This is an optimization exercise on Yosys and OpenROAD, whose aim is small area, a short achievable clock period and few clock cycles per item, not a production implementation. Where RTL was checked, it was by simulation tests only, not by an equivalence proof against the original. No functional check of the RTL was part of runs 2 and 3.

==> flow/design.v, too long to show whole: its modules and the start of the top module <==
// module cvt_delta_rv: 266 lines
// module cvt_delta_gu: 266 lines
// module cvt_delta_gv: 266 lines
// module cvt_delta_bu: 266 lines
// module cvt_prod_rv: 43 lines
// module cvt_prod_bu: 43 lines
// module cvt_prod_gu: 43 lines
// module cvt_prod_gv: 43 lines
// module cvt_chroma: 17 lines
// module cvt_g_err: 23 lines
// module cvt_lzc: 15 lines
// module cvt_norm: 12 lines
// module cvt_out_pre: 17 lines
// module cvt_out: 21 lines
// module cvt_pair: 185 lines
module cvt_pair (
    input  wire        clk,
    input  wire        rst,
    input  wire        in_valid,
    output wire        in_ready,
    input  wire [7:0]  in_y0,
    input  wire [7:0]  in_y1,
    input  wire [7:0]  in_cb_a,
    input  wire [7:0]  in_cr_a,
    input  wire [7:0]  in_cb_b,
    input  wire [7:0]  in_cr_b,
    input  wire        in_interp,
    output wire        out_valid,
    output wire [31:0] out_r0,
    output wire [31:0] out_g0,
    output wire [31:0] out_b0,
    output wire [31:0] out_r1,
    output wire [31:0] out_g1,
    output wire [31:0] out_b1,
    output wire [23:0] out_rgb0_u8,    
    output wire [23:0] out_rgb1_u8
);
  // ...
==> flow/run.sh <==
#!/bin/bash
# synth_recipe.tcl (not shown) runs the flow's synth.tcl, then flattens the netlist and writes it again
# the make line also repeats each setting of config.mk as NAME=value (left out here)
make -C /OpenROAD-flow-scripts/flow DESIGN_CONFIG=/design/flow/config.mk WORK_HOME=/design/flow/orfs CLKGATE_MAP_FILE= SYNTH_SCRIPT=/design/flow/synth_recipe.tcl finish
==> flow/config.mk <==
export PLATFORM = sky130hd
export DESIGN_NAME = cvt_pair
export DESIGN_NICKNAME = cvt_pair
export VERILOG_FILES = /design/flow/design.v
export SDC_FILE = /design/flow/constraint.sdc
export NUM_CORES = 4
export LEC_CHECK = 0
export CAP_MARGIN = 20
export CORE_MARGIN = 2
export CORE_UTILIZATION = 50
export PLACE_DENSITY = 0.6
export SLEW_MARGIN = 20
==> flow/constraint.sdc <==
create_clock -name core_clock -period 17.0 [get_ports {clk}]
set_input_delay 3.4000 -clock core_clock [delete_from_list [all_inputs] [get_ports {clk}]]
set_output_delay 3.4000 -clock core_clock [all_outputs]
set_load 0.01 [all_outputs]
==> results by group, run 1 <==
Timing
  – WHS: roughly 0.32 ns
  – Final Cycle Share: 0.356
  – Final min period: roughly 6.0 ns
  – Setup_tns: 0 ns

Placed design
  – DP Area: between 70000 and 80000 sq um
  – Dpl ws: around 11 ns
  – RePlAce Congestion: ~0.94

Clock tree
  – Root Driver: clkbuf_16
  – Post-CTS sizing: 0
  – Post-CTS Setup Inserts: 0

Cells and area
  – Final core occ: 0.564
  – Final non-filler cell total: between 10000 and 15000
  – Fraction of area in multi-input gates: 0.584
  – Clkbuf count: around 140
  – Layout cells sized above 1: 0.0649

Routing
  – Drt initial violations: 4411
  – DR WL/cell: roughly 19 um
  – DR WL met3: 9710 um

GRT
  – Initial antenna violation count: 5
  – Busiest metal layer after global routing: met2

Die
  – TAP cells: around 1800
  – Die Area: ~140000 sq um

Synthesis
  – Post-synth top area share: 0.296
  – Simple-gate share of the synthesized area: 0.170
  – Synth Register Bits: 1029
  – Top_reg_cell synth: dfxtp_1
  – Seq/Total Area, Yosys: 0.296

Run
  – Max cap viols: 0

Setup path
  – Worst setup EP type: flip-flop
  – Crit path to: ngv_2[32]$_DFF_P_
  – Reg2Reg Setup Slack: 10.96 ns
  – CP required: approximately 18 ns

Status
  – Status: finished clean
Testbench counts, summed over its fixed seeds: cycles 16,056, items 16,000.
==> module cvt_chroma, before the edit <==
module cvt_chroma (
    input  wire [7:0]         cb,
    input  wire [7:0]         cr,
    input  wire signed [7:0]  d_rv,
    input  wire signed [7:0]  d_gu,
    input  wire signed [7:0]  d_gv,
    input  wire signed [7:0]  d_bu,
    output wire signed [35:0] prv,
    output wire signed [35:0] pbu,
    output wire signed [35:0] ngu,
    output wire signed [35:0] ngv
);
    cvt_prod_rv p_rv (.c(cr), .d(d_rv), .p(prv));
    cvt_prod_bu p_bu (.c(cb), .d(d_bu), .p(pbu));
    cvt_prod_gu p_gu (.c(cb), .d(d_gu), .p(ngu));
    cvt_prod_gv p_gv (.c(cr), .d(d_gv), .p(ngv));
endmodule
==> module cvt_out_pre, before the edit <==
module cvt_out_pre (
    input  wire [23:0] mn,
    input  wire        inc1,
    output wire        mode,      
    output wire        inc2       
);
    assign mode = (mn > 24'h808080) || (inc1 && mn == 24'h808080);
    wire [7:0] r   = mn[7:0];
    wire       nz7 = |r[6:0];
    wire       nz6 = |r[5:0];
    wire       z8  = mn[0] ^ mn[8] ^ (~inc1 & (nz7 | r[7]));
    wire       z7  = inc1 ? ~r[7] : (r[7] ^ nz7);
    wire       z6  = inc1 ? ~r[6] : (r[6] ^ nz6);
    wire       s7  = inc1 ? ~&r[6:0] : nz7;      
    wire       s6  = inc1 ? ~&r[5:0] : nz6;      
    assign inc2 = mode ? (z7 & (s7 | z8)) : (z6 & (s6 | z7));
endmodule
==> run 2: changes to the inputs <==
--- a/flow/design.v
+++ b/flow/design.v
@@ -1062,178 +1062,6 @@
         endcase
     end
 endmodule
-module cvt_prod_rv (
-    input  wire [7:0]         c,
-    input  wire signed [7:0]  d,
-    output wire signed [35:0] p
-);
-    wire [15:0] hh = 16'd1 << c[7:4];
-    wire [15:0] hl = 16'd1 << c[3:0];
-    wire [35:0] th =
-          ({36{hh[0]}} & 36'hEDC28F400) |
-          ({36{hh[1]}} & 36'hF00A3D540) |
-          ({36{hh[2]}} & 36'hF251EB680) |
-          ({36{hh[3]}} & 36'hF499997C0) |
-          ({36{hh[4]}} & 36'hF6E147900) |
-          ({36{hh[5]}} & 36'hF928F5A40) |
-          ({36{hh[6]}} & 36'hFB70A3B80) |
-          ({36{hh[7]}} & 36'hFDB851CC0) |
-          ({36{hh[8]}} & 36'hFFFFFFE00) |
-          ({36{hh[9]}} & 36'h0247ADF40) |
-          ({36{hh[10]}} & 36'h048F5C080) |
-          ({36{hh[11]}} & 36'h06D70A1C0) |
-          ({36{hh[12]}} & 36'h091EB8300) |
-          ({36{hh[13]}} & 36'h0B6666440) |
-          ({36{hh[14]}} & 36'h0DAE14580) |
-          ({36{hh[15]}} & 36'h0FF5C26C0);
-    wire [35:0] tl =
-          ({36{hl[0]}} & 36'h000000000) |
-          ({36{hl[1]}} & 36'h00247AE14) |
-          ({36{hl[2]}} & 36'h0048F5C28) |
-          ({36{hl[3]}} & 36'h006D70A3C) |
-          ({36{hl[4]}} & 36'h0091EB850) |
-          ({36{hl[5]}} & 36'h00B666664) |
-          ({36{hl[6]}} & 36'h00DAE1478) |
-          ({36{hl[7]}} & 36'h00FF5C28C) |
-          ({36{hl[8]}} & 36'h0123D70A0) |
-          ({36{hl[9]}} & 36'h014851EB4) |
-          ({36{hl[10]}} & 36'h016CCCCC8) |
-          ({36{hl[11]}} & 36'h019147ADC) |
-          ({36{hl[12]}} & 36'h01B5C28F0) |
-          ({36{hl[13]}} & 36'h01DA3D704) |
-          ({36{hl[14]}} & 36'h01FEB8518) |
-          ({36{hl[15]}} & 36'h02233332C);
-    assign p = th + tl + ({28'd0, {~d[7], d[6:0]}} << 2);
-endmodule
-module cvt_prod_bu (
-    input  wire [7:0]         c,
-    input  wire signed [7:0]  d,
-    output wire signed [35:0] p
-);
-    wire [15:0] hh = 16'd1 << c[7:4];
-    wire [15:0] hl = 16'd1 << c[3:0];
-    wire [35:0] th =
-          ({36{hh[0]}} & 36'hDF7CED400) |
-          ({36{hh[1]}} & 36'hE38D4F900) |
-          ({36{hh[2]}} & 36'hE79DB1E00) |
-          ({36{hh[3]}} & 36'hEBAE14300) |
-          ({36{hh[4]}} & 36'hEFBE76800) |
-          ({36{hh[5]}} & 36'hF3CED8D00) |
-          ({36{hh[6]}} & 36'hF7DF3B200) |
-          ({36{hh[7]}} & 36'hFBEF9D700) |
-          ({36{hh[8]}} & 36'hFFFFFFC00) |
-          ({36{hh[9]}} & 36'h041062100) |
-          ({36{hh[10]}} & 36'h0820C4600) |
-          ({36{hh[11]}} & 36'h0C3126B00) |
-          ({36{hh[12]}} & 36'h104189000) |
-          ({36{hh[13]}} & 36'h1451EB500) |
-          ({36{hh[14]}} & 36'h18624DA00) |
-          ({36{hh[15]}} & 36'h1C72AFF00);
-    wire [35:0] tl =
-          ({36{hl[0]}} & 36'h000000000) |
-          ({36{hl[1]}} & 36'h004106250) |
-          ({36{hl[2]}} & 36'h00820C4A0) |
-          ({36{hl[3]}} & 36'h00C3126F0) |
-          ({36{hl[4]}} & 36'h010418940) |
-          ({36{hl[5]}} & 36'h01451EB90) |
-          ({36{hl[6]}} & 36'h018624DE0) |
-          ({36{hl[7]}} & 36'h01C72B030) |
-          ({36{hl[8]}} & 36'h020831280) |
-          ({36{hl[9]}} & 36'h0249374D0) |
-          ({36{hl[10]}} & 36'h028A3D720) |
-          ({36{hl[11]}} & 36'h02CB43970) |
-          ({36{hl[12]}} & 36'h030C49BC0) |
-          ({36{hl[13]}} & 36'h034D4FE10) |
-          ({36{hl[14]}} & 36'h038E56060) |
-          ({36{hl[15]}} & 36'h03CF5C2B0);
-    assign p = th + tl + ({28'd0, {~d[7], d[6:0]}} << 3);
-endmodule
-module cvt_prod_gu (
-    input  wire [7:0]         c,
-    input  wire signed [7:0]  d,
-    output wire signed [35:0] p
-);
-    wire [15:0] hh = 16'd1 << c[7:4];
-    wire [15:0] hl = 16'd1 << c[3:0];
-    wire [35:0] th =
-          ({36{hh[0]}} & 36'h0651EB801) |
-          ({36{hh[1]}} & 36'h0587AE0F1) |
-          ({36{hh[2]}} & 36'h04BD709E1) |
-          ({36{hh[3]}} & 36'h03F3332D1) |
-          ({36{hh[4]}} & 36'h0328F5BC1) |
-          ({36{hh[5]}} & 36'h025EB84B1) |
-          ({36{hh[6]}} & 36'h01947ADA1) |
-          ({36{hh[7]}} & 36'h00CA3D691) |
-          ({36{hh[8]}} & 36'hFFFFFFF81) |
-          ({36{hh[9]}} & 36'hFF35C2871) |
-          ({36{hh[10]}} & 36'hFE6B85161) |
-          ({36{hh[11]}} & 36'hFDA147A51) |
-          ({36{hh[12]}} & 36'hFCD70A341) |
-          ({36{hh[13]}} & 36'hFC0CCCC31) |
-          ({36{hh[14]}} & 36'hFB428F521) |
-          ({36{hh[15]}} & 36'hFA7851E11);
-    wire [35:0] tl =
-          ({36{hl[0]}} & 36'h000000000) |
-          ({36{hl[1]}} & 36'hFFF35C28F) |
-          ({36{hl[2]}} & 36'hFFE6B851E) |
-          ({36{hl[3]}} & 36'hFFDA147AD) |
-          ({36{hl[4]}} & 36'hFFCD70A3C) |
-          ({36{hl[5]}} & 36'hFFC0CCCCB) |
-          ({36{hl[6]}} & 36'hFFB428F5A) |
-          ({36{hl[7]}} & 36'hFFA7851E9) |
-          ({36{hl[8]}} & 36'hFF9AE1478) |
-          ({36{hl[9]}} & 36'hFF8E3D707) |
-          ({36{hl[10]}} & 36'hFF8199996) |
-          ({36{hl[11]}} & 36'hFF74F5C25) |
-          ({36{hl[12]}} & 36'hFF6851EB4) |
-          ({36{hl[13]}} & 36'hFF5BAE143) |
-          ({36{hl[14]}} & 36'hFF4F0A3D2) |
-          ({36{hl[15]}} & 36'hFF4266661);
-    assign p = th + tl + ({28'd0, ~{~d[7], d[6:0]}} << 0);
-endmodule
-module cvt_prod_gv (
-    input  wire [7:0]         c,
-    input  wire signed [7:0]  d,
-    output wire signed [35:0] p
-);
-    wire [15:0] hh = 16'd1 << c[7:4];
-    wire [15:0] hl = 16'd1 << c[3:0];
-    wire [35:0] th =
-          ({36{hh[0]}} & 36'h094BC6902) |
-          ({36{hh[1]}} & 36'h08224DBC2) |
-          ({36{hh[2]}} & 36'h06F8D4E82) |
-          ({36{hh[3]}} & 36'h05CF5C142) |
-          ({36{hh[4]}} & 36'h04A5E3402) |
-          ({36{hh[5]}} & 36'h037C6A6C2) |
-          ({36{hh[6]}} & 36'h0252F1982) |
-          ({36{hh[7]}} & 36'h012978C42) |
-          ({36{hh[8]}} & 36'hFFFFFFF02) |
-          ({36{hh[9]}} & 36'hFED6871C2) |
-          ({36{hh[10]}} & 36'hFDAD0E482) |
-          ({36{hh[11]}} & 36'hFC8395742) |
-          ({36{hh[12]}} & 36'hFB5A1CA02) |
-          ({36{hh[13]}} & 36'hFA30A3CC2) |
-          ({36{hh[14]}} & 36'hF9072AF82) |
-          ({36{hh[15]}} & 36'hF7DDB2242);
-    wire [35:0] tl =
-          ({36{hl[0]}} & 36'h000000000) |
-          ({36{hl[1]}} & 36'hFFED6872C) |
-          ({36{hl[2]}} & 36'hFFDAD0E58) |
-          ({36{hl[3]}} & 36'hFFC839584) |
-          ({36{hl[4]}} & 36'hFFB5A1CB0) |
-          ({36{hl[5]}} & 36'hFFA30A3DC) |
-          ({36{hl[6]}} & 36'hFF9072B08) |
-          ({36{hl[7]}} & 36'hFF7DDB234) |
-          ({36{hl[8]}} & 36'hFF6B43960) |
-          ({36{hl[9]}} & 36'hFF58AC08C) |
-          ({36{hl[10]}} & 36'hFF46147B8) |
-          ({36{hl[11]}} & 36'hFF337CEE4) |
-          ({36{hl[12]}} & 36'hFF20E5610) |
-          ({36{hl[13]}} & 36'hFF0E4DD3C) |
-          ({36{hl[14]}} & 36'hFEFBB6468) |
-          ({36{hl[15]}} & 36'hFEE91EB94);
-    assign p = th + tl + ({28'd0, ~{~d[7], d[6:0]}} << 1);
-endmodule
 module cvt_chroma (
     input  wire [7:0]         cb,
     input  wire [7:0]         cr,
@@ -1246,10 +1074,52 @@
     output wire signed [35:0] ngu,
     output wire signed [35:0] ngv
 );
-    cvt_prod_rv p_rv (.c(cr), .d(d_rv), .p(prv));
-    cvt_prod_bu p_bu (.c(cb), .d(d_bu), .p(pbu));
-    cvt_prod_gu p_gu (.c(cb), .d(d_gu), .p(ngu));
-    cvt_prod_gv p_gv (.c(cr), .d(d_gv), .p(ngv));
+    assign prv =
+          ({28'd0, cr} << 2)
+        + ({28'd0, cr} << 4)
+        + ({28'd0, ~cr} << 9)
+        + ({28'd0, ~cr} << 12)
+        + ({28'd0, ~cr} << 14)
+        + ({28'd0, cr} << 19)
+        + ({28'd0, cr} << 22)
+        + ({28'd0, cr} << 25)
+        + ({28'd0, {~d_rv[7], d_rv[6:0]}} << 2)
+        + 36'hEDBD74600;
+    assign pbu =
+          ({28'd0, cb} << 4)
+        + ({28'd0, cb} << 6)
+        + ({28'd0, cb} << 9)
+        + ({28'd0, ~cb} << 13)
+        + ({28'd0, cb} << 15)
+        + ({28'd0, cb} << 20)
+        + ({28'd0, cb} << 26)
+        + ({28'd0, {~d_bu[7], d_bu[6:0]}} << 3)
+        + 36'hDF7AEF400;
+    assign ngu =
+          ({28'd0, ~cb} << 0)
+        + ({28'd0, cb} << 4)
+        + ({28'd0, cb} << 7)
+        + ({28'd0, cb} << 9)
+        + ({28'd0, ~cb} << 14)
+        + ({28'd0, ~cb} << 17)
+        + ({28'd0, ~cb} << 19)
+        + ({28'd0, cb} << 22)
+        + ({28'd0, ~cb} << 24)
+        + ({28'd0, ~{~d_gu[7], d_gu[6:0]}} << 0)
+        + 36'hF5BE8F702;
+    assign ngv =
+          ({28'd0, ~cr} << 2)
+        + ({28'd0, ~cr} << 4)
+        + ({28'd0, cr} << 6)
+        + ({28'd0, ~cr} << 8)
+        + ({28'd0, cr} << 11)
+        + ({28'd0, cr} << 15)
+        + ({28'd0, ~cr} << 17)
+        + ({28'd0, ~cr} << 19)
+        + ({28'd0, ~cr} << 21)
+        + ({28'd0, ~cr} << 24)
+        + ({28'd0, ~{~d_gv[7], d_gv[6:0]}} << 1)
+        + 36'hF6BE55616;
 endmodule
 module cvt_g_err (
     input  wire [7:0]         y8,
@@ -1308,15 +1178,8 @@
     output wire        inc2       
 );
     assign mode = (mn > 24'h808080) || (inc1 && mn == 24'h808080);
-    wire [7:0] r   = mn[7:0];
-    wire       nz7 = |r[6:0];
-    wire       nz6 = |r[5:0];
-    wire       z8  = mn[0] ^ mn[8] ^ (~inc1 & (nz7 | r[7]));
-    wire       z7  = inc1 ? ~r[7] : (r[7] ^ nz7);
-    wire       z6  = inc1 ? ~r[6] : (r[6] ^ nz6);
-    wire       s7  = inc1 ? ~&r[6:0] : nz7;      
-    wire       s6  = inc1 ? ~&r[5:0] : nz6;      
-    assign inc2 = mode ? (z7 & (s7 | z8)) : (z6 & (s6 | z7));
+    wire [8:0] zl = {mn[0], {8{inc1}}} - mn[8:0];
+    assign inc2 = mode ? (zl[7] & ((|zl[6:0]) | zl[8])) : (zl[6] & ((|zl[5:0]) | zl[7]));
 endmodule
 module cvt_out (
     input  wire        low,
==> run 2 against run 1 <==
Against the previous run: still clean; register-to-register slack worse by 1.1 ns; fmax is 15% lower; cell count is 0.39% higher; routed wire length is 5.8% lower; via count is 3.0% lower; core utilization is 0.10 points higher; clock-buffer cell count is 4 higher; non-clock buffer count is 7 lower; worst hold slack worse by 0.0058 ns; die area is 1.0% higher.
==> results by group, run 2 <==
Timing
  – Worst slew pin tran: 1.16 ns (was 1.14 ns)
  – RSZ-0062 raised after global routing: false (unchanged)
  – Final Cycle Share: 0.419 (was 0.356)
  – Final setup fails: 0 (unchanged)
  – Relative slew slack: 0.228 (was 0.239)
  – Final min period: 7.12 ns (was 6.04 ns)
  – Setup_tns: 0 ns (unchanged)
  – Fin. Hold Viols: 0 (unchanged)
  – Clock skew: 0.0361 ns (was 0.0288 ns)
  – Fmax: 140 MHz (was 165 MHz)
  – Max Slew Vio Count: 0 (unchanged)

Synthesis
  – Synth Warn #: 6 (unchanged)
  – Adder-cell share of the synthesized area: 0.194 (was 0.146)
  – Cell variety after synth: 101 (was 112)
  – Commonest cells post-synth: dfxtp_1 (1028), ha_1 (937), inv_1 (693), nand2_1 (687), a21oi_1 (639) (was dfxtp_1 (1029), nand2_1 (788), ha_1 (745), nor2_1 (716), a21oi_1 (624))
  – Synth area leaders: dfxtp_1 (29%), ha_1 (17%), a21oi_1 (4.6%), xnor2_1 (4.1%), mux2i_1 (3.9%) (was dfxtp_1 (30%), ha_1 (13%), a21oi_1 (4.5%), nand2_1 (4.3%), xnor2_1 (4.2%))
  – Synthesized instance count: 8153 (was 8289)
  – Compound-cell area share of the yosys netlist: 0.176 (was 0.198)
  – Mux share of post-synthesis cell area: 0.0722 (was 0.0773)
  – Post-synthesis xor/xnor area fraction: 0.0598 (was 0.0595)
  – Post-synth ARST share: 0 (unchanged)
  – Seq/Total Area, Yosys: 0.293 (was 0.296)
  – Top_reg_cell synth: dfxtp_1 (unchanged)
  – Post-synth top area share: 0.293 (was 0.296)
  – Synth Register Bits: 1028 (was 1029)
  – Largest family of logic cells by synthesized area: adder cells (was compound AO/OA/AOI/OAI gates)
  – Post-synth EDFFs: 0 (unchanged)
  – Yosys top cell by area: dfxtp_1 (unchanged)
  – Dominant cell by count in the synthesized netlist: dfxtp_1 (unchanged)
  – Mapped Area: 70200 sq um (was 69500 sq um)
  – Simple-gate share of the synthesized area: 0.151 (was 0.170)
  – Syn_area_per_cell: 8.62 sq um (was 8.39 sq um)

Routing
  – DR WL/cell: 17.6 um (was 18.7 um)
  – Vias/cell: 5.60 (was 5.79)
  – WL final: 181000 um (was 192000 um)
  – Number of routed nets with antenna violations: 0 (unchanged)
  – DRC Markers: 0 (unchanged)
  – Total number of vias: 57695 (was 59465)
  – Pre-antenna DRT Iters: 6 (unchanged)
  – Drt initial violations: 4190 (was 4411)

Setup path
  – Reg2Reg Setup Slack: 9.88 ns (was 10.96 ns)
  – Worst reg2reg endpoint: ngv_2[33]$_DFF_P_ (was ngv_2[32]$_DFF_P_)
  – Worst path slowest cell: dfxtp_1 (was a2111oi_0)
  – CP max FO: 13 (was 17)
  – CP required: 17.61 ns (was 17.65 ns)
  – Register-to-Register Path Depth: 30 (was 19)
  – Crit path to: ngv_2[33]$_DFF_P_ (was ngv_2[32]$_DFF_P_)
  – Worst setup EP type: flip-flop (unchanged)
  – Crit path launch type: flip-flop (unchanged)
  – FF-to-FF Start: cr_1[3]$_DFF_P_ (was cr_1[4]$_DFF_P_)
  – Crit path DAT: 7.73 ns (was 6.70 ns)
  – Worst path max stage delay: 0.85 ns (about the same)
  – Most frequent CP cell: a21oi_1 (was o21ai_0)
  – WS Path Type: flip-flop to flip-flop (unchanged)
  – Setup crit start: cr_1[3]$_DFF_P_ (was cr_1[4]$_DFF_P_)

Cells and area
  – Fin nets: 9421 (was 9214)
  – Layout cells sized above 1: 0.0573 (was 0.0649)
  – Top reg by flops: c_5 (unchanged)
  – Commonest non-fill, non-tap cell in the layout: dfxtp_1 (unchanged)
  – Antenna cell count: 0 (was 1)
  – Max FFs per register: 210 (unchanged)
  – Final Cell Area: 78800 sq um (was 77700 sq um)
  – Fill count: 12895 (was 12725)
  – Highest-count cells in the layout ignoring fill and taps: dfxtp_1 (1026), ha_1 (937), inv_1 (693) (was dfxtp_1 (1028), nand2_1 (788), ha_1 (745))
  – Area growth syn-to-layout: 12.2% (was 11.8%)
  – Biggest regs: c_5: 210 flops, f_6: 186 flops, u_6: 48 flops (unchanged)

GRT
  – Gr usage total: 0.248 (was 0.265)
  – Initial antenna violation count: 12 (was 5)
  – Pin count of the biggest net entering global routing: 47 (was 44)
  – M2 GR Usage: 0.396 (was 0.425)
  – Vias in the first global route: 54575 (was 56318)
  – Met1 usage: 0.357 (was 0.379)
  – Busiest metal layer after global routing: met2 (unchanged)
  – GR Overflow Total: 0 (unchanged)
  – Met3 usage: 0.0265 (was 0.0307)
  – Global-route wire length before repair: 291000 um (was 308000 um)

Min path
  – Hold Path Class: flip-flop to flip-flop (unchanged)

Clock tree
  – CTS max path bufs: 3 (unchanged)
  – Root Driver: clkbuf_16 (unchanged)
  – Post-CTS sizing: 0 (unchanged)
  – Clock transition at path regs: 0.06 ns (was 0.07 ns)
  – CTS tree: done (unchanged)
  – H-tree depth: 3 (unchanged)
  – Num CTS Buffers: 112 (was 114)
  – Clk sink count: 1028 (was 1029)
  – Post-CTS Setup Inserts: 0 (unchanged)
  – Clock Latency Late Sink: 0.75 ns (was 0.74 ns)
  – # hold bufs at CTS: 0 (unchanged)

Die
  – Die H: 379 um (was 377 um)
  – Die span in x: 379 um (was 377 um)
  – Rows: 137 (was 136)
  – Die Area: 144000 sq um (was 142000 sq um)
  – Initial Util: 0.503 (was 0.505)
  – I/O Pins: 294 (unchanged)
  – Core Region: 140000 sq um (was 138000 sq um)

Run
  – Max cap viols: 0 (unchanged)

Placed design
  – RePlAce Congestion: 0.937 (about the same)
  – DP Area: 74900 sq um (was 73600 sq um)
  – IO buf count: 286 (unchanged)
  – Final HPWL DP: 144000 um (was 150000 um)

Status
  – Status: finished clean (unchanged)
-- run 2: changes by cell type after synthesis, sizes merged, moves of 26 or more --
cell,previous run,this run
ha,745,937
inv,544,703
nand2,789,687
nor2,717,629
clkbuf,275,210
fa,42,94
buf,112,66
a21o,104,148
o21a,96,58
a22o,39,5
xor2,116,148
mux2,89,58
a211oi,133,107
-- run 2: area by class of cell --
class                           count  area, sq um  share of cell area
Inverter                          718         2700              0.0342
Timing Repair Buffer              342         3280              0.0416
Multi-Input combinational cell   6136        46000               0.583
Tap cell                         1876         2350              0.0298
Clock buffer                      148         3190              0.0405
Clock inverter                     59          786             0.00997
Sequential cell                  1028        20600               0.261
-- run 2: worst min-delay path by stage --
stage                           startpoint                to  slack, ns  cells after the start
after floorplan            hi_b0_4$_DFF_P_  c_5[101]$_DFF_P_       0.31                      0
after global placement     y0_q[0]$_DFF_P_   y0_1[0]$_DFF_P_       0.31                      0
after CTS                 pbu_2[6]$_DFF_P_  pbu_3[6]$_DFF_P_       0.31                      0
final                     pbu_2[6]$_DFF_P_  pbu_3[6]$_DFF_P_       0.31                      0
after detailed placement   y0_q[1]$_DFF_P_   y0_1[1]$_DFF_P_       0.31                      0
after global routing      pbu_2[6]$_DFF_P_  pbu_3[6]$_DFF_P_       0.31                      0
-- run 2: per-stage QoR --
step	cells	setup WS [ns]	utilization	hold WS (ns)
2_1_floorplan	8158	10.88	-	0.310
3_3_place_gp	10099	10.01	0.537	0.311
3_5_place_dp	10099	9.92	0.537	0.312
4_1_cts	10306	9.88	0.565	0.311
5_1_grt	10307	9.19	0.565	0.306
6_report	10307	9.88	0.565	0.310
-- run 2: critical path, delay by kind of cell, from the launching register on --
family / cells / cell delay [ns]
AO/OA/AOI/OAI: 13 / 2.84
buffers and inverters: 4 / 0.62
adder cells (fa/ha/maj): 5 / 1.80
flip-flops: 1 / 0.85
XOR/XNOR: 1 / 0.14
AND/OR/NAND/NOR: 7 / 0.75
-- run 2: layer usage --
metal,vias to the layer above,part of all wire
met3,206,0.052
li1,29123,-
met4,2,0.020
met5,-,0.000039
met2,1453,0.44
met1,26911,0.49
-- run 2: cell families after synthesis --
family                     Yosys count
muxes                              407
AOI/OAI and AO/OA                 1952
adders and majority gates         1031
buffers and inverters              994
other                                2
and+or+nand+nor                   2260
DFF                               1028
xor gates and xnor gates           479
==> module cvt_pair, before the edit <==
module cvt_pair (
    input  wire        clk,
    input  wire        rst,
    input  wire        in_valid,
    output wire        in_ready,
    input  wire [7:0]  in_y0,
    input  wire [7:0]  in_y1,
    input  wire [7:0]  in_cb_a,
    input  wire [7:0]  in_cr_a,
    input  wire [7:0]  in_cb_b,
    input  wire [7:0]  in_cr_b,
    input  wire        in_interp,
    output wire        out_valid,
    output wire [31:0] out_r0,
    output wire [31:0] out_g0,
    output wire [31:0] out_b0,
    output wire [31:0] out_r1,
    output wire [31:0] out_g1,
    output wire [31:0] out_b1,
    output wire [23:0] out_rgb0_u8,    
    output wire [23:0] out_rgb1_u8
);
    assign in_ready = 1'b1;
    reg [7:0] y0_q, y1_q, cb_a_q, cr_a_q, cb_b_q, cr_b_q;
    reg       interp_q;
    always @(posedge clk) begin
        y0_q     <= in_y0;
        y1_q     <= in_y1;
        cb_a_q   <= in_cb_a;
        cr_a_q   <= in_cr_a;
        cb_b_q   <= in_cb_b;
        cr_b_q   <= in_cr_b;
        interp_q <= in_interp;
    end
    wire [8:0] cb_sum = {1'b0, cb_a_q} + {1'b0, cb_b_q} + 9'd1;
    wire [8:0] cr_sum = {1'b0, cr_a_q} + {1'b0, cr_b_q} + 9'd1;
    wire [7:0] cb = interp_q ? cb_sum[8:1] : cb_a_q;
    wire [7:0] cr = interp_q ? cr_sum[8:1] : cr_a_q;
    wire signed [7:0] d_rv, d_gu, d_gv, d_bu;
    cvt_delta_rv t_rv (.c(cr), .d(d_rv));
    cvt_delta_gu t_gu (.c(cb), .d(d_gu));
    cvt_delta_gv t_gv (.c(cr), .d(d_gv));
    cvt_delta_bu t_bu (.c(cb), .d(d_bu));
    reg [7:0]        y0_1, y1_1, cb_1, cr_1;
    reg signed [7:0] d_rv_1, d_gu_1, d_gv_1, d_bu_1;
    always @(posedge clk) begin
        y0_1   <= y0_q;
        y1_1   <= y1_q;
        cb_1   <= cb;
        cr_1   <= cr;
        d_rv_1 <= d_rv;
        d_gu_1 <= d_gu;
        d_gv_1 <= d_gv;
        d_bu_1 <= d_bu;
    end
    wire signed [35:0] prv, pbu, ngu, ngv;
    cvt_chroma chroma (.cb(cb_1), .cr(cr_1), .d_rv(d_rv_1), .d_gu(d_gu_1), .d_gv(d_gv_1),
        .d_bu(d_bu_1), .prv(prv), .pbu(pbu), .ngu(ngu), .ngv(ngv));
    reg [7:0]         y0_2, y1_2;
    reg signed [35:0] prv_2, pbu_2, ngu_2, ngv_2;
    always @(posedge clk) begin
        y0_2  <= y0_1;
        y1_2  <= y1_1;
        prv_2 <= prv;
        pbu_2 <= pbu;
        ngu_2 <= ngu;
        ngv_2 <= ngv;
    end
    wire [11:0] w0, w1;
    cvt_g_err ge0 (.y8(y0_2), .ngu(ngu_2), .w(w0));
    cvt_g_err ge1 (.y8(y1_2), .ngu(ngu_2), .w(w1));
    wire signed [35:0] nuv = ngu_2 + ngv_2 - 36'sd2047;
    reg [7:0]         y0_3, y1_3;
    reg signed [35:0] prv_3, pbu_3, nuv_3;
    reg [11:0]        w0_3, w1_3;
    always @(posedge clk) begin
        y0_3  <= y0_2;
        y1_3  <= y1_2;
        prv_3 <= prv_2;
        pbu_3 <= pbu_2;
        nuv_3 <= nuv;
        w0_3  <= w0;
        w1_3  <= w1;
    end
    wire signed [35:0] yf0 = {3'b000, y0_3, 25'd0};
    wire signed [35:0] yf1 = {3'b000, y1_3, 25'd0};
    wire signed [35:0] xr0 = yf0 + prv_3;
    wire signed [35:0] xb0 = yf0 + pbu_3;
    wire signed [35:0] xr1 = yf1 + prv_3;
    wire signed [35:0] xb1 = yf1 + pbu_3;
    wire signed [35:0] xg0 = yf0 + nuv_3 + {24'd0, w0_3};
    wire signed [35:0] xg1 = yf1 + nuv_3 + {24'd0, w1_3};
    wire       lo_r0, hi_r0, lo_b0, hi_b0, lo_r1, hi_r1, lo_b1, hi_b1;
    wire [5:0] lz_r0, lz_b0, lz_r1, lz_b1;
    cvt_lzc lzc_r0 (.x(xr0), .low(lo_r0), .high(hi_r0), .lz(lz_r0));
    cvt_lzc lzc_b0 (.x(xb0), .low(lo_b0), .high(hi_b0), .lz(lz_b0));
    cvt_lzc lzc_r1 (.x(xr1), .low(lo_r1), .high(hi_r1), .lz(lz_r1));
    cvt_lzc lzc_b1 (.x(xb1), .low(lo_b1), .high(hi_b1), .lz(lz_b1));
    reg [32:0]        vr0_4, vb0_4, vr1_4, vb1_4;
    reg               lo_r0_4, hi_r0_4, lo_b0_4, hi_b0_4, lo_r1_4, hi_r1_4, lo_b1_4, hi_b1_4;
    reg [5:0]         lz_r0_4, lz_b0_4, lz_r1_4, lz_b1_4;
    reg signed [35:0] xg0_4, xg1_4;
    always @(posedge clk) begin
        vr0_4   <= xr0[32:0];
        vb0_4   <= xb0[32:0];
        vr1_4   <= xr1[32:0];
        vb1_4   <= xb1[32:0];
        lo_r0_4 <= lo_r0;
        hi_r0_4 <= hi_r0;
        lo_b0_4 <= lo_b0;
        hi_b0_4 <= hi_b0;
        lo_r1_4 <= lo_r1;
        hi_r1_4 <= hi_r1;
        lo_b1_4 <= lo_b1;
        hi_b1_4 <= hi_b1;
        lz_r0_4 <= lz_r0;
        lz_b0_4 <= lz_b0;
        lz_r1_4 <= lz_r1;
        lz_b1_4 <= lz_b1;
        xg0_4   <= xg0;
        xg1_4   <= xg1;
    end
    wire       lo_g0, hi_g0, lo_g1, hi_g1;
    wire [5:0] lz_g0, lz_g1;
    cvt_lzc lzc_g0 (.x(xg0_4), .low(lo_g0), .high(hi_g0), .lz(lz_g0));
    cvt_lzc lzc_g1 (.x(xg1_4), .low(lo_g1), .high(hi_g1), .lz(lz_g1));
    wire [23:0] mn_r0, mn_g0, mn_b0, mn_r1, mn_g1, mn_b1;
    wire        i1_r0, i1_g0, i1_b0, i1_r1, i1_g1, i1_b1;
    wire [5:0]  ex_r0, ex_g0, ex_b0, ex_r1, ex_g1, ex_b1;
    cvt_norm nm_r0 (.v(vr0_4),       .lz(lz_r0_4), .mn(mn_r0), .inc1(i1_r0), .ex(ex_r0));
    cvt_norm nm_g0 (.v(xg0_4[32:0]), .lz(lz_g0),   .mn(mn_g0), .inc1(i1_g0), .ex(ex_g0));
    cvt_norm nm_b0 (.v(vb0_4),       .lz(lz_b0_4), .mn(mn_b0), .inc1(i1_b0), .ex(ex_b0));
    cvt_norm nm_r1 (.v(vr1_4),       .lz(lz_r1_4), .mn(mn_r1), .inc1(i1_r1), .ex(ex_r1));
    cvt_norm nm_g1 (.v(xg1_4[32:0]), .lz(lz_g1),   .mn(mn_g1), .inc1(i1_g1), .ex(ex_g1));
    cvt_norm nm_b1 (.v(vb1_4),       .lz(lz_b1_4), .mn(mn_b1), .inc1(i1_b1), .ex(ex_b1));
    wire md_r0, md_g0, md_b0, md_r1, md_g1, md_b1;
    wire i2_r0, i2_g0, i2_b0, i2_r1, i2_g1, i2_b1;
    cvt_out_pre op_r0 (.mn(mn_r0), .inc1(i1_r0), .mode(md_r0), .inc2(i2_r0));
    cvt_out_pre op_g0 (.mn(mn_g0), .inc1(i1_g0), .mode(md_g0), .inc2(i2_g0));
    cvt_out_pre op_b0 (.mn(mn_b0), .inc1(i1_b0), .mode(md_b0), .inc2(i2_b0));
    cvt_out_pre op_r1 (.mn(mn_r1), .inc1(i1_r1), .mode(md_r1), .inc2(i2_r1));
    cvt_out_pre op_g1 (.mn(mn_g1), .inc1(i1_g1), .mode(md_g1), .inc2(i2_g1));
    cvt_out_pre op_b1 (.mn(mn_b1), .inc1(i1_b1), .mode(md_b1), .inc2(i2_b1));
    reg [35*6-1:0] c_5;
    always @(posedge clk)
        c_5 <= {md_b1, i2_b1, lo_b1_4, hi_b1_4, i1_b1, ex_b1, mn_b1,
                md_g1, i2_g1, lo_g1,   hi_g1,   i1_g1, ex_g1, mn_g1,
                md_r1, i2_r1, lo_r1_4, hi_r1_4, i1_r1, ex_r1, mn_r1,
                md_b0, i2_b0, lo_b0_4, hi_b0_4, i1_b0, ex_b0, mn_b0,
                md_g0, i2_g0, lo_g0,   hi_g0,   i1_g0, ex_g0, mn_g0,
                md_r0, i2_r0, lo_r0_4, hi_r0_4, i1_r0, ex_r0, mn_r0};
    wire [31*6-1:0] f;
    wire [8*6-1:0]  u;
    genvar k;
    generate
        for (k = 0; k < 6; k = k + 1) begin : ch
            cvt_out o (.mode(c_5[35*k+34]), .inc2(c_5[35*k+33]),
                .low(c_5[35*k+32]), .high(c_5[35*k+31]), .inc1(c_5[35*k+30]),
                .ex(c_5[35*k+24 +: 6]), .mn(c_5[35*k +: 24]),
                .f(f[31*k +: 31]), .u(u[8*k +: 8]));
        end
    endgenerate
    reg [31*6-1:0] f_6;
    reg [8*6-1:0]  u_6;
    always @(posedge clk) begin
        f_6 <= f;
        u_6 <= u;
    end
    assign out_r0 = {1'b0, f_6[31*0 +: 31]};
    assign out_g0 = {1'b0, f_6[31*1 +: 31]};
    assign out_b0 = {1'b0, f_6[31*2 +: 31]};
    assign out_r1 = {1'b0, f_6[31*3 +: 31]};
    assign out_g1 = {1'b0, f_6[31*4 +: 31]};
    assign out_b1 = {1'b0, f_6[31*5 +: 31]};
    assign out_rgb0_u8 = u_6[23:0];
    assign out_rgb1_u8 = u_6[47:24];
    reg [6:0] vpipe;
    always @(posedge clk) begin
        if (rst)
            vpipe <= 7'd0;
        else
            vpipe <= {vpipe[5:0], in_valid};
    end
    assign out_valid = vpipe[6];
endmodule
==> run 3: changes to the inputs <==
--- a/flow/design.v
+++ b/flow/design.v
@@ -1065,142 +1065,142 @@
 module cvt_chroma (
     input  wire [7:0]         cb,
     input  wire [7:0]         cr,
-    input  wire signed [7:0]  d_rv,
-    input  wire signed [7:0]  d_gu,
-    input  wire signed [7:0]  d_gv,
-    input  wire signed [7:0]  d_bu,
     output wire signed [35:0] prv,
     output wire signed [35:0] pbu,
     output wire signed [35:0] ngu,
     output wire signed [35:0] ngv
 );
-    assign prv =
-          ({28'd0, cr} << 2)
-        + ({28'd0, cr} << 4)
-        + ({28'd0, ~cr} << 9)
-        + ({28'd0, ~cr} << 12)
-        + ({28'd0, ~cr} << 14)
-        + ({28'd0, cr} << 19)
-        + ({28'd0, cr} << 22)
-        + ({28'd0, cr} << 25)
-        + ({28'd0, {~d_rv[7], d_rv[6:0]}} << 2)
-        + 36'hEDBD74600;
-    assign pbu =
-          ({28'd0, cb} << 4)
-        + ({28'd0, cb} << 6)
-        + ({28'd0, cb} << 9)
-        + ({28'd0, ~cb} << 13)
-        + ({28'd0, cb} << 15)
-        + ({28'd0, cb} << 20)
-        + ({28'd0, cb} << 26)
-        + ({28'd0, {~d_bu[7], d_bu[6:0]}} << 3)
-        + 36'hDF7AEF400;
-    assign ngu =
-          ({28'd0, ~cb} << 0)
-        + ({28'd0, cb} << 4)
-        + ({28'd0, cb} << 7)
-        + ({28'd0, cb} << 9)
-        + ({28'd0, ~cb} << 14)
-        + ({28'd0, ~cb} << 17)
-        + ({28'd0, ~cb} << 19)
-        + ({28'd0, cb} << 22)
-        + ({28'd0, ~cb} << 24)
-        + ({28'd0, ~{~d_gu[7], d_gu[6:0]}} << 0)
-        + 36'hF5BE8F702;
-    assign ngv =
-          ({28'd0, ~cr} << 2)
-        + ({28'd0, ~cr} << 4)
-        + ({28'd0, cr} << 6)
-        + ({28'd0, ~cr} << 8)
-        + ({28'd0, cr} << 11)
-        + ({28'd0, cr} << 15)
-        + ({28'd0, ~cr} << 17)
-        + ({28'd0, ~cr} << 19)
-        + ({28'd0, ~cr} << 21)
-        + ({28'd0, ~cr} << 24)
-        + ({28'd0, ~{~d_gv[7], d_gv[6:0]}} << 1)
-        + 36'hF6BE55616;
-endmodule
-module cvt_g_err (
-    input  wire [7:0]         y8,
-    input  wire signed [35:0] ngu,
-    output wire [11:0]        w
-);
-    wire [11:0] dh = {3'b000, y8, 1'b0} + ngu[35:24];   
-    wire [9:0]  a  = dh[11] ? ~dh[9:0] : dh[9:0];        
-    wire [10:0] m;
-    genvar i;
-    generate
-        for (i = 0; i < 10; i = i + 1) begin : msk
-            assign m[i] = |a[9:i];
-        end
-    endgenerate
-    assign m[10] = 1'b0;
-    wire [10:0] top = m & ~{1'b0, m[10:1]};              
-    wire [10:0] nxt = {top[9:0], 1'b0};                  
-    wire        g   = |(top & ngu[10:0]);
-    wire        lsb = |(nxt & ngu[10:0]);
-    wire        st  = |({1'b0, m[10:1]} & ngu[10:0]);
-    wire        up  = g & (st | lsb);
-    assign w = {up, (m & ~ngu[10:0]) | (~m & {11{~up}})};
+    wire signed [8:0] su = {~cb[7], ~cb[7], cb[6:0]};
+    wire signed [8:0] sv = {~cr[7], ~cr[7], cr[6:0]};
+    wire signed [7:0] d_rv, d_gu, d_gv, d_bu;
+    cvt_delta_rv t_rv (.c(cr), .d(d_rv));
+    cvt_delta_gu t_gu (.c(cb), .d(d_gu));
+    cvt_delta_gv t_gv (.c(cr), .d(d_gv));
+    cvt_delta_bu t_bu (.c(cb), .d(d_bu));
+    wire signed [33:0] m_rv = sv * 34'sh0091EB85 + d_rv;
+    wire signed [33:0] m_gu = su * 34'sh00CA3D71 + d_gu;
+    wire signed [33:0] m_gv = sv * 34'sh0094BC6A + d_gv;
+    wire signed [33:0] m_bu = su * 34'sh00820C4A + d_bu;
+    assign prv = {m_rv, 2'b00};
+    assign pbu = {m_bu[32:0], 3'b000};
+    assign ngu = -{{2{m_gu[33]}}, m_gu};
+    assign ngv = -{m_gv[34-1], m_gv, 1'b0};
+endmodule
+module cvt_round24 (
+    input  wire signed [35:0] d,
+    output reg  signed [35:0] r
+);
+    wire [35:0] a = d[35] ? ~d : d;
+    reg  [3:0]  sh;
+    reg  [35:0] mask;
+    reg         g, st, lsb;
+    integer i;
+    always @* begin
+        sh = 4'd0;
+        for (i = 24; i < 34; i = i + 1)
+            if (a[i]) sh = i - 23;
+        mask = ~(36'hFFFFFFFFF << sh);
+        g    = 1'b0;
+        lsb  = 1'b0;
+        for (i = 1; i <= 10; i = i + 1)
+            if (sh == i) begin
+                g   = d[i-1];
+                lsb = d[i];
+            end
+        st = |(d & (mask >> 1));
+        r  = (d & ~mask) + ((g & (st | lsb)) ? (36'd1 << sh) : 36'd0);
+    end
 endmodule
-module cvt_lzc (
+module cvt_final_a (
     input  wire signed [35:0] x,
-    output wire               low,      
-    output wire               high,     
-    output reg  [5:0]         lz        
+    output wire               low,
+    output wire               high,
+    output wire [23:0]        m,
+    output wire [5:0]         ex       
 );
     assign low  = x[35] || (x == 36'd0);
     assign high = !x[35] && (x[34:33] != 2'b00);
+    wire [32:0] v = x[32:0];
+    reg  [5:0]  lz;
     integer i;
     always @* begin
         lz = 6'd0;
         for (i = 0; i < 33; i = i + 1)
-            if (x[i]) lz = 6'd32 - i;
+            if (v[i]) lz = 6'd32 - i;
     end
+    wire [32:0] n   = v << lz;
+    wire [23:0] mn  = n[32:9];
+    wire        inc = n[8] & ((|n[7:0]) | mn[0]);
+    wire [24:0] mr  = {1'b0, mn} + {24'd0, inc};
+    wire        c1  = mr[24];
+    assign m  = c1 ? 24'h800000 : mr[23:0];
+    assign ex = 6'd32 - lz + {5'd0, c1};
 endmodule
-module cvt_norm (
-    input  wire [32:0] v,
-    input  wire [5:0]  lz,
-    output wire [23:0] mn,
-    output wire        inc1,
-    output wire [5:0]  ex         
-);
-    wire [32:0] n = v << lz;
-    assign mn   = n[32:9];
-    assign inc1 = n[8] & ((|n[7:0]) | n[9]);
-    assign ex   = 6'd32 - lz;
-endmodule
-module cvt_out_pre (
-    input  wire [23:0] mn,
-    input  wire        inc1,
-    output wire        mode,      
-    output wire        inc2       
-);
-    assign mode = (mn > 24'h808080) || (inc1 && mn == 24'h808080);
-    wire [8:0] zl = {mn[0], {8{inc1}}} - mn[8:0];
-    assign inc2 = mode ? (zl[7] & ((|zl[6:0]) | zl[8])) : (zl[6] & ((|zl[5:0]) | zl[7]));
-endmodule
-module cvt_out (
+module cvt_final_b (
     input  wire        low,
     input  wire        high,
-    input  wire [23:0] mn,
-    input  wire        inc1,
+    input  wire [23:0] m,
     input  wire [5:0]  ex,
-    input  wire        mode,
-    input  wire        inc2,
-    output wire [30:0] f,         
+    output wire [31:0] f,
     output wire [7:0]  u
 );
-    wire [31:0] zp   = {mn, {8{inc1}}} - {8'd0, mn}
-                     + (inc2 ? (mode ? 32'd256 : 32'd128) : 32'd0);
-    wire [22:0] fr   = zp[31] ? zp[30:8] : zp[29:7];
-    wire [7:0]  e0   = 8'd101 + {2'b00, ex};
-    wire [7:0]  e1   = 8'd102 + {2'b00, ex};
-    wire [7:0]  e    = zp[31] ? e1 : e0;
-    wire [7:0]  ipart = (ex >= 6'd25) ? (zp[31:24] >> (6'd32 - ex)) : 8'd0;
-    assign f = low ? 31'd0 : high ? 31'h437F0000 : {e, fr};
-    assign u = low ? 8'd0  : high ? 8'd255 : ipart;
+    wire [31:0] z   = {m, 8'd0} - {8'd0, m};
+    wire [23:0] q   = z[31] ? z[31:8] : z[30:7];
+    wire        g2  = z[31] ? z[7] : z[6];
+    wire        s2  = z[31] ? (|z[6:0]) : (|z[5:0]);
+    wire [24:0] zr  = {1'b0, q} + {24'd0, g2 & (s2 | q[0])};
+    wire        c2  = zr[24];
+    wire [22:0] fr  = c2 ? 23'd0 : zr[22:0];
+    wire [7:0]  e   = 8'd101 + {2'b00, ex} + {7'd0, z[31]} + {7'd0, c2};
+    wire [7:0]  ipart = {1'b1, fr[22:16]} >> (8'd134 - e);
+    wire        ge1   = e >= 8'd127;
+    assign f = low ? 32'd0 : high ? 32'h437F0000 : {1'b0, e, fr};
+    assign u = low ? 8'd0  : high ? 8'd255 : (ge1 ? ipart : 8'd0);
+endmodule
+module cvt_sums (
+    input  wire [7:0]         y8,
+    input  wire signed [35:0] prv,
+    input  wire signed [35:0] pbu,
+    input  wire signed [35:0] ngu,
+    input  wire signed [35:0] ngv,
+    output wire signed [35:0] xr,
+    output wire signed [35:0] xg,
+    output wire signed [35:0] xb
+);
+    wire signed [35:0] yf = {3'b000, y8, 25'd0};
+    assign xr = yf + prv;
+    assign xb = yf + pbu;
+    wire signed [35:0] d1 = yf + ngu;
+    wire signed [35:0] g1;
+    cvt_round24 rnd_g1 (.d(d1), .r(g1));
+    assign xg = g1 + ngv;
+endmodule
+module cvt_chan (
+    input  wire               clk,
+    input  wire signed [35:0] x,
+    output reg  [31:0]        f,
+    output reg  [7:0]         u
+);
+    wire        low, high;
+    wire [23:0] m;
+    wire [5:0]  ex;
+    cvt_final_a fa (.x(x), .low(low), .high(high), .m(m), .ex(ex));
+    reg         low_q, high_q;
+    reg  [23:0] m_q;
+    reg  [5:0]  ex_q;
+    always @(posedge clk) begin
+        low_q  <= low;
+        high_q <= high;
+        m_q    <= m;
+        ex_q   <= ex;
+    end
+    wire [31:0] f_d;
+    wire [7:0]  u_d;
+    cvt_final_b fb (.low(low_q), .high(high_q), .m(m_q), .ex(ex_q), .f(f_d), .u(u_d));
+    always @(posedge clk) begin
+        f <= f_d;
+        u <= u_d;
+    end
 endmodule
 module cvt_pair (
     input  wire        clk,
@@ -1240,150 +1240,42 @@
     wire [8:0] cr_sum = {1'b0, cr_a_q} + {1'b0, cr_b_q} + 9'd1;
     wire [7:0] cb = interp_q ? cb_sum[8:1] : cb_a_q;
     wire [7:0] cr = interp_q ? cr_sum[8:1] : cr_a_q;
-    wire signed [7:0] d_rv, d_gu, d_gv, d_bu;
-    cvt_delta_rv t_rv (.c(cr), .d(d_rv));
-    cvt_delta_gu t_gu (.c(cb), .d(d_gu));
-    cvt_delta_gv t_gv (.c(cr), .d(d_gv));
-    cvt_delta_bu t_bu (.c(cb), .d(d_bu));
-    reg [7:0]        y0_1, y1_1, cb_1, cr_1;
-    reg signed [7:0] d_rv_1, d_gu_1, d_gv_1, d_bu_1;
-    always @(posedge clk) begin
-        y0_1   <= y0_q;
-        y1_1   <= y1_q;
-        cb_1   <= cb;
-        cr_1   <= cr;
-        d_rv_1 <= d_rv;
-        d_gu_1 <= d_gu;
-        d_gv_1 <= d_gv;
-        d_bu_1 <= d_bu;
-    end
     wire signed [35:0] prv, pbu, ngu, ngv;
-    cvt_chroma chroma (.cb(cb_1), .cr(cr_1), .d_rv(d_rv_1), .d_gu(d_gu_1), .d_gv(d_gv_1),
-        .d_bu(d_bu_1), .prv(prv), .pbu(pbu), .ngu(ngu), .ngv(ngv));
-    reg [7:0]         y0_2, y1_2;
-    reg signed [35:0] prv_2, pbu_2, ngu_2, ngv_2;
-    always @(posedge clk) begin
-        y0_2  <= y0_1;
-        y1_2  <= y1_1;
-        prv_2 <= prv;
-        pbu_2 <= pbu;
-        ngu_2 <= ngu;
-        ngv_2 <= ngv;
-    end
-    wire [11:0] w0, w1;
-    cvt_g_err ge0 (.y8(y0_2), .ngu(ngu_2), .w(w0));
-    cvt_g_err ge1 (.y8(y1_2), .ngu(ngu_2), .w(w1));
-    wire signed [35:0] nuv = ngu_2 + ngv_2 - 36'sd2047;
-    reg [7:0]         y0_3, y1_3;
-    reg signed [35:0] prv_3, pbu_3, nuv_3;
-    reg [11:0]        w0_3, w1_3;
-    always @(posedge clk) begin
-        y0_3  <= y0_2;
-        y1_3  <= y1_2;
-        prv_3 <= prv_2;
-        pbu_3 <= pbu_2;
-        nuv_3 <= nuv;
-        w0_3  <= w0;
-        w1_3  <= w1;
-    end
-    wire signed [35:0] yf0 = {3'b000, y0_3, 25'd0};
-    wire signed [35:0] yf1 = {3'b000, y1_3, 25'd0};
-    wire signed [35:0] xr0 = yf0 + prv_3;
-    wire signed [35:0] xb0 = yf0 + pbu_3;
-    wire signed [35:0] xr1 = yf1 + prv_3;
-    wire signed [35:0] xb1 = yf1 + pbu_3;
-    wire signed [35:0] xg0 = yf0 + nuv_3 + {24'd0, w0_3};
-    wire signed [35:0] xg1 = yf1 + nuv_3 + {24'd0, w1_3};
-    wire       lo_r0, hi_r0, lo_b0, hi_b0, lo_r1, hi_r1, lo_b1, hi_b1;
-    wire [5:0] lz_r0, lz_b0, lz_r1, lz_b1;
-    cvt_lzc lzc_r0 (.x(xr0), .low(lo_r0), .high(hi_r0), .lz(lz_r0));
-    cvt_lzc lzc_b0 (.x(xb0), .low(lo_b0), .high(hi_b0), .lz(lz_b0));
-    cvt_lzc lzc_r1 (.x(xr1), .low(lo_r1), .high(hi_r1), .lz(lz_r1));
-    cvt_lzc lzc_b1 (.x(xb1), .low(lo_b1), .high(hi_b1), .lz(lz_b1));
-    reg [32:0]        vr0_4, vb0_4, vr1_4, vb1_4;
-    reg               lo_r0_4, hi_r0_4, lo_b0_4, hi_b0_4, lo_r1_4, hi_r1_4, lo_b1_4, hi_b1_4;
-    reg [5:0]         lz_r0_4, lz_b0_4, lz_r1_4, lz_b1_4;
-    reg signed [35:0] xg0_4, xg1_4;
-    always @(posedge clk) begin
-        vr0_4   <= xr0[32:0];
-        vb0_4   <= xb0[32:0];
-        vr1_4   <= xr1[32:0];
-        vb1_4   <= xb1[32:0];
-        lo_r0_4 <= lo_r0;
-        hi_r0_4 <= hi_r0;
-        lo_b0_4 <= lo_b0;
-        hi_b0_4 <= hi_b0;
-        lo_r1_4 <= lo_r1;
-        hi_r1_4 <= hi_r1;
-        lo_b1_4 <= lo_b1;
-        hi_b1_4 <= hi_b1;
-        lz_r0_4 <= lz_r0;
-        lz_b0_4 <= lz_b0;
-        lz_r1_4 <= lz_r1;
-        lz_b1_4 <= lz_b1;
-        xg0_4   <= xg0;
-        xg1_4   <= xg1;
-    end
-    wire       lo_g0, hi_g0, lo_g1, hi_g1;
-    wire [5:0] lz_g0, lz_g1;
-    cvt_lzc lzc_g0 (.x(xg0_4), .low(lo_g0), .high(hi_g0), .lz(lz_g0));
-    cvt_lzc lzc_g1 (.x(xg1_4), .low(lo_g1), .high(hi_g1), .lz(lz_g1));
-    wire [23:0] mn_r0, mn_g0, mn_b0, mn_r1, mn_g1, mn_b1;
-    wire        i1_r0, i1_g0, i1_b0, i1_r1, i1_g1, i1_b1;
-    wire [5:0]  ex_r0, ex_g0, ex_b0, ex_r1, ex_g1, ex_b1;
-    cvt_norm nm_r0 (.v(vr0_4),       .lz(lz_r0_4), .mn(mn_r0), .inc1(i1_r0), .ex(ex_r0));
-    cvt_norm nm_g0 (.v(xg0_4[32:0]), .lz(lz_g0),   .mn(mn_g0), .inc1(i1_g0), .ex(ex_g0));
-    cvt_norm nm_b0 (.v(vb0_4),       .lz(lz_b0_4), .mn(mn_b0), .inc1(i1_b0), .ex(ex_b0));
-    cvt_norm nm_r1 (.v(vr1_4),       .lz(lz_r1_4), .mn(mn_r1), .inc1(i1_r1), .ex(ex_r1));
-    cvt_norm nm_g1 (.v(xg1_4[32:0]), .lz(lz_g1),   .mn(mn_g1), .inc1(i1_g1), .ex(ex_g1));
-    cvt_norm nm_b1 (.v(vb1_4),       .lz(lz_b1_4), .mn(mn_b1), .inc1(i1_b1), .ex(ex_b1));
-    wire md_r0, md_g0, md_b0, md_r1, md_g1, md_b1;
-    wire i2_r0, i2_g0, i2_b0, i2_r1, i2_g1, i2_b1;
-    cvt_out_pre op_r0 (.mn(mn_r0), .inc1(i1_r0), .mode(md_r0), .inc2(i2_r0));
-    cvt_out_pre op_g0 (.mn(mn_g0), .inc1(i1_g0), .mode(md_g0), .inc2(i2_g0));
-    cvt_out_pre op_b0 (.mn(mn_b0), .inc1(i1_b0), .mode(md_b0), .inc2(i2_b0));
-    cvt_out_pre op_r1 (.mn(mn_r1), .inc1(i1_r1), .mode(md_r1), .inc2(i2_r1));
-    cvt_out_pre op_g1 (.mn(mn_g1), .inc1(i1_g1), .mode(md_g1), .inc2(i2_g1));
-    cvt_out_pre op_b1 (.mn(mn_b1), .inc1(i1_b1), .mode(md_b1), .inc2(i2_b1));
-    reg [35*6-1:0] c_5;
-    always @(posedge clk)
-        c_5 <= {md_b1, i2_b1, lo_b1_4, hi_b1_4, i1_b1, ex_b1, mn_b1,
-                md_g1, i2_g1, lo_g1,   hi_g1,   i1_g1, ex_g1, mn_g1,
-                md_r1, i2_r1, lo_r1_4, hi_r1_4, i1_r1, ex_r1, mn_r1,
-                md_b0, i2_b0, lo_b0_4, hi_b0_4, i1_b0, ex_b0, mn_b0,
-                md_g0, i2_g0, lo_g0,   hi_g0,   i1_g0, ex_g0, mn_g0,
-                md_r0, i2_r0, lo_r0_4, hi_r0_4, i1_r0, ex_r0, mn_r0};
-    wire [31*6-1:0] f;
-    wire [8*6-1:0]  u;
-    genvar k;
-    generate
-        for (k = 0; k < 6; k = k + 1) begin : ch
-            cvt_out o (.mode(c_5[35*k+34]), .inc2(c_5[35*k+33]),
-                .low(c_5[35*k+32]), .high(c_5[35*k+31]), .inc1(c_5[35*k+30]),
-                .ex(c_5[35*k+24 +: 6]), .mn(c_5[35*k +: 24]),
-                .f(f[31*k +: 31]), .u(u[8*k +: 8]));
-        end
-    endgenerate
-    reg [31*6-1:0] f_6;
-    reg [8*6-1:0]  u_6;
-    always @(posedge clk) begin
-        f_6 <= f;
-        u_6 <= u;
-    end
-    assign out_r0 = {1'b0, f_6[31*0 +: 31]};
-    assign out_g0 = {1'b0, f_6[31*1 +: 31]};
-    assign out_b0 = {1'b0, f_6[31*2 +: 31]};
-    assign out_r1 = {1'b0, f_6[31*3 +: 31]};
-    assign out_g1 = {1'b0, f_6[31*4 +: 31]};
-    assign out_b1 = {1'b0, f_6[31*5 +: 31]};
-    assign out_rgb0_u8 = u_6[23:0];
-    assign out_rgb1_u8 = u_6[47:24];
-    reg [6:0] vpipe;
+    cvt_chroma chroma (.cb(cb), .cr(cr), .prv(prv), .pbu(pbu), .ngu(ngu), .ngv(ngv));
+    reg signed [35:0] prv_q, pbu_q, ngu_q, ngv_q;
+    reg [7:0]         y0_s1, y1_s1;
+    always @(posedge clk) begin
+        prv_q <= prv;
+        pbu_q <= pbu;
+        ngu_q <= ngu;
+        ngv_q <= ngv;
+        y0_s1 <= y0_q;
+        y1_s1 <= y1_q;
+    end
+    wire signed [35:0] xr0, xg0, xb0, xr1, xg1, xb1;
+    cvt_sums s0 (.y8(y0_s1), .prv(prv_q), .pbu(pbu_q), .ngu(ngu_q), .ngv(ngv_q), .xr(xr0), .xg(xg0), .xb(xb0));
+    cvt_sums s1 (.y8(y1_s1), .prv(prv_q), .pbu(pbu_q), .ngu(ngu_q), .ngv(ngv_q), .xr(xr1), .xg(xg1), .xb(xb1));
+    reg signed [35:0] xr0_q, xg0_q, xb0_q, xr1_q, xg1_q, xb1_q;
+    always @(posedge clk) begin
+        xr0_q <= xr0;
+        xg0_q <= xg0;
+        xb0_q <= xb0;
+        xr1_q <= xr1;
+        xg1_q <= xg1;
+        xb1_q <= xb1;
+    end
+    cvt_chan ch_r0 (.clk(clk), .x(xr0_q), .f(out_r0), .u(out_rgb0_u8[7:0]));
+    cvt_chan ch_g0 (.clk(clk), .x(xg0_q), .f(out_g0), .u(out_rgb0_u8[15:8]));
+    cvt_chan ch_b0 (.clk(clk), .x(xb0_q), .f(out_b0), .u(out_rgb0_u8[23:16]));
+    cvt_chan ch_r1 (.clk(clk), .x(xr1_q), .f(out_r1), .u(out_rgb1_u8[7:0]));
+    cvt_chan ch_g1 (.clk(clk), .x(xg1_q), .f(out_g1), .u(out_rgb1_u8[15:8]));
+    cvt_chan ch_b1 (.clk(clk), .x(xb1_q), .f(out_b1), .u(out_rgb1_u8[23:16]));
+    reg [4:0] vpipe;
     always @(posedge clk) begin
         if (rst)
-            vpipe <= 7'd0;
+            vpipe <= 5'd0;
         else
-            vpipe <= {vpipe[5:0], in_valid};
+            vpipe <= {vpipe[3:0], in_valid};
     end
-    assign out_valid = vpipe[6];
+    assign out_valid = vpipe[4];
 endmodule
--- a/flow/config.mk
+++ b/flow/config.mk
@@ -7,6 +7,6 @@
 export LEC_CHECK = 0
 export CAP_MARGIN = 20
 export CORE_MARGIN = 2
-export CORE_UTILIZATION = 50
-export PLACE_DENSITY = 0.6
+export CORE_UTILIZATION = 20
+export PLACE_DENSITY = 0.35
 export SLEW_MARGIN = 20
==> run 3 against run 2 <==
Against the previous run: highest routed layer is now met4; die area rose to 2.8 times the previous value; sequential share of layout area down 8.8 points; routed wire length up 64%; non-clock buffer count up 33; still clean on timing, DRC and antenna; sequential cell count down 236; synthesized area up 13%.
==> results by group, run 3 <==
Timing
  – Setup_tns: 0 ns (unchanged)
  – Fin. Hold Viols: 0 (unchanged)
  – Final worst slack: 6.04 ns (was 9.88 ns)
  – Clock skew: 0.0375 ns (was 0.0361 ns)
  – Final Cycle Share: 0.644 (was 0.419)
  – Fmax: 91.3 MHz (was 140 MHz)
  – Worst slew pin tran: 1.15 ns (was 1.16 ns)
  – Final min period: 10.96 ns (was 7.12 ns)
  – Final setup fails: 0 (unchanged)
  – Max Slew Vio Count: 0 (unchanged)
  – Relative slew slack: 0.231 (was 0.228)

Routing
  – Vias/cell: 4.83 (was 5.60)
  – Pre-antenna DRT Iters: 6 (unchanged)
  – Drt initial violations: 5344 (was 4190)
  – Number of routed nets with antenna violations: 0 (unchanged)
  – DRC Markers: 0 (unchanged)
  – DR WL/cell: 19.0 um (was 17.6 um)

Min path
  – Hold Path Class: flip-flop to flip-flop (unchanged)
  – HP Start: pbu_q[6]$_DFF_P_ (was pbu_2[6]$_DFF_P_)

Synthesis
  – Seq/Total Area, Yosys: 0.201 (was 0.293)
  – Mapped Area: 79100 sq um (was 70200 sq um)
  – Post-synth top area share: 0.201 (was 0.293)
  – Top_reg_cell synth: dfxtp_1 (unchanged)
  – Synth Warn #: 8 (was 6)
  – Commonest cells post-synth: nor2_1 (959), dfxtp_1 (792), ha_1 (752), a21oi_1 (734), nand2_1 (726) (was dfxtp_1 (1028), ha_1 (937), inv_1 (693), nand2_1 (687), a21oi_1 (639))
  – Yosys top cell by area: dfxtp_1 (unchanged)
  – Synth Register Bits: 792 (was 1028)
  – Post-synth EDFFs: 0 (unchanged)
  – Synthesized instance count: 10136 (was 8153)
  – Synth area leaders: dfxtp_1 (20%), ha_1 (12%), xnor2_1 (5.8%), a21oi_1 (4.6%), nor2_1 (4.6%) (was dfxtp_1 (29%), ha_1 (17%), a21oi_1 (4.6%), xnor2_1 (4.1%), mux2i_1 (3.9%))
  – Dominant cell by count in the synthesized netlist: nor2_1 (was dfxtp_1)

GRT
  – Global-route wire length before repair: 456000 um (was 291000 um)
  – Vias in the first global route: 73861 (was 54575)
  – Initial antenna violation count: 7 (was 12)
  – Gr usage total: 0.143 (was 0.248)
  – Pin count of the biggest net entering global routing: 46 (was 47)

Setup path
  – Crit path launch type: flip-flop (unchanged)
  – Setup crit start: cb_a_q[0]$_DFF_P_ (was cr_1[3]$_DFF_P_)
  – Worst path max stage delay: 0.87 ns (was 0.85 ns)
  – Crit path DAT: 11.69 ns (was 7.73 ns)
  – Worst setup EP type: flip-flop (unchanged)
  – Worst path slowest cell: a2111oi_0 (was dfxtp_1)
  – CP required: 17.74 ns (was 17.61 ns)
  – WS Path Type: flip-flop to flip-flop (unchanged)

Die
  – Die H: 633 um (was 379 um)
  – I/O Pins: 294 (unchanged)
  – Die span in x: 633 um (was 379 um)
  – Die Area: 400000 sq um (was 144000 sq um)
  – Rows: 230 (was 137)
  – Initial Util: 0.201 (was 0.503)

Status
  – Status: finished clean (unchanged)

Cells and area
  – Layout cells sized above 1: 0.0573 (about the same)
  – Highest-count cells in the layout ignoring fill and taps: nor2_1 (956), dfxtp_1 (792), ha_1 (752) (was dfxtp_1 (1026), ha_1 (937), inv_1 (693))
  – Fin nets: 11222 (was 9421)

Placed design
  – IO buf count: 286 (unchanged)
  – Dpl ws: 6.13 ns (was 9.92 ns)
  – RePlAce Congestion: 0.880 (was 0.937)

Clock tree
  – Clk sink count: 792 (was 1028)
  – Root Driver: clkbuf_16 (unchanged)
  – Clock Latency Late Sink: 0.86 ns (was 0.75 ns)
  – # hold bufs at CTS: 0 (unchanged)
  – Post-CTS Setup Inserts: 0 (unchanged)

Run
  – Max cap viols: 0 (unchanged)
[run 3: cell types whose count changed in the layout (fill, tap and decap cells not counted), sizes merged, moves of 72 or more]
cell and delta:
o211ai +92, o21ai +137, fa +79, a211oi +72
dfxtp -236, xor2 +97, nor3 +140, ha -185
xnor2 +193, nand3 +192, nor4 +76, nor2 +337
a21oi +104
[run 3: path summary, 6_finish.rpt]
check,to,slack (ns),cells after the start
worst min-delay path,xb1_q[6]$_DFF_P_,0.32,0
worst max-delay path,ngu_q[30]$_DFF_P_,6.04,40
worst min register to register,xb1_q[6]$_DFF_P_,0.32,0
worst max register to register,ngu_q[30]$_DFF_P_,6.04,40
[run 3: kinds of logic (layout without fill, tap and decap cells)]
group	after synthesis	after routing	share of synthesized area
AO/OA/AOI/OAI	2814	2814	0.239
XOR/XNOR	769	769	0.0853
adder cells (fa/ha/maj)	929	929	0.163
multiplexers	334	334	0.0476
flip-flops	792	792	0.201
buffers and inverters	1149	1327	0.0563
AND/OR/NAND/NOR	3347	3347	0.208
other	2	28	0.0000950
[run 3: per-stage QoR]
stage                     hold WS, ns  cell area [sq um]  std cells  utilization
after floorplan                 0.310              79100      10153            -
after global placement          0.312              87700      15354        0.223
after detailed placement        0.312              87700      15354        0.223
after CTS                       0.322              91400      15551        0.233
after global routing            0.328              91400      15556        0.233
final                           0.319              91500      15560        0.233
[run 3: layer usage]
metal  GRT usage  vias up  wire [um]
met4      0.0308        0       6030
met1       0.208    36061     149000
met5           0        -          0
met3      0.0162      274      12700
li1            -    37019          -
met2       0.224     1816     129000
[run 3: worst max-delay path, delay by kind of cell, from the launching register on]
kind                       cells  cell delay [ns]
AOI/OAI and AO/OA             18             4.17
xor gates and xnor gates       2             0.40
buffers and inverters          5             1.11
and+or+nand+nor                8             1.74
DFF                            1             0.33
adders and majority gates      7             3.08
[run 3: cell type report]
class / count / area (sq um)
antenna: 9 / 22.5
clock buffer: 136 / 3000
clock inverter: 61 / 726
fill: 43454 / 302000
inverter: 755 / 2840
multi-input combinational: 8212 / 58900
sequential: 792 / 15900
tap: 5220 / 6530
timing repair buffer: 375 / 3530

[what the ideal ports hide]
How much do the figures lean on ideal ports? The routed layouts below were timed once more, with nothing changed but the port constraints.
Step 1 (the two cells are an assumption about what drives the block):
set clk [get_ports {clk}]
set_driving_cell -lib_cell sky130_fd_sc_hd__clkbuf_16 $clk
set_driving_cell -lib_cell sky130_fd_sc_hd__buf_2 [delete_from_list [all_inputs] $clk]
Step 2 also shifts input and output timing later by t, the mid clock arrival at the registers, as if the neighbouring blocks saw the same clock.
a / b / c = no drivers / after step 1 / after step 2; a / b = the first two.
| run | t, ns | setup WS [ns] | slew at the worst register clock pin (ns) | cell pins on the clock port's net |
|---|---|---|---|---|
| run 1 | 0.807 | 10.956 / 10.956 / 10.956 | 0.07 / 0.07 | 1 |
| run 2 | 0.802 | 9.881 / 9.881 / 9.881 | 0.07 / 0.07 | 1 |
| run 3 | 0.939 | 6.045 / 6.045 / 6.045 | 0.07 / 0.07 | 1 |
After both steps every run listed still meets setup and hold.
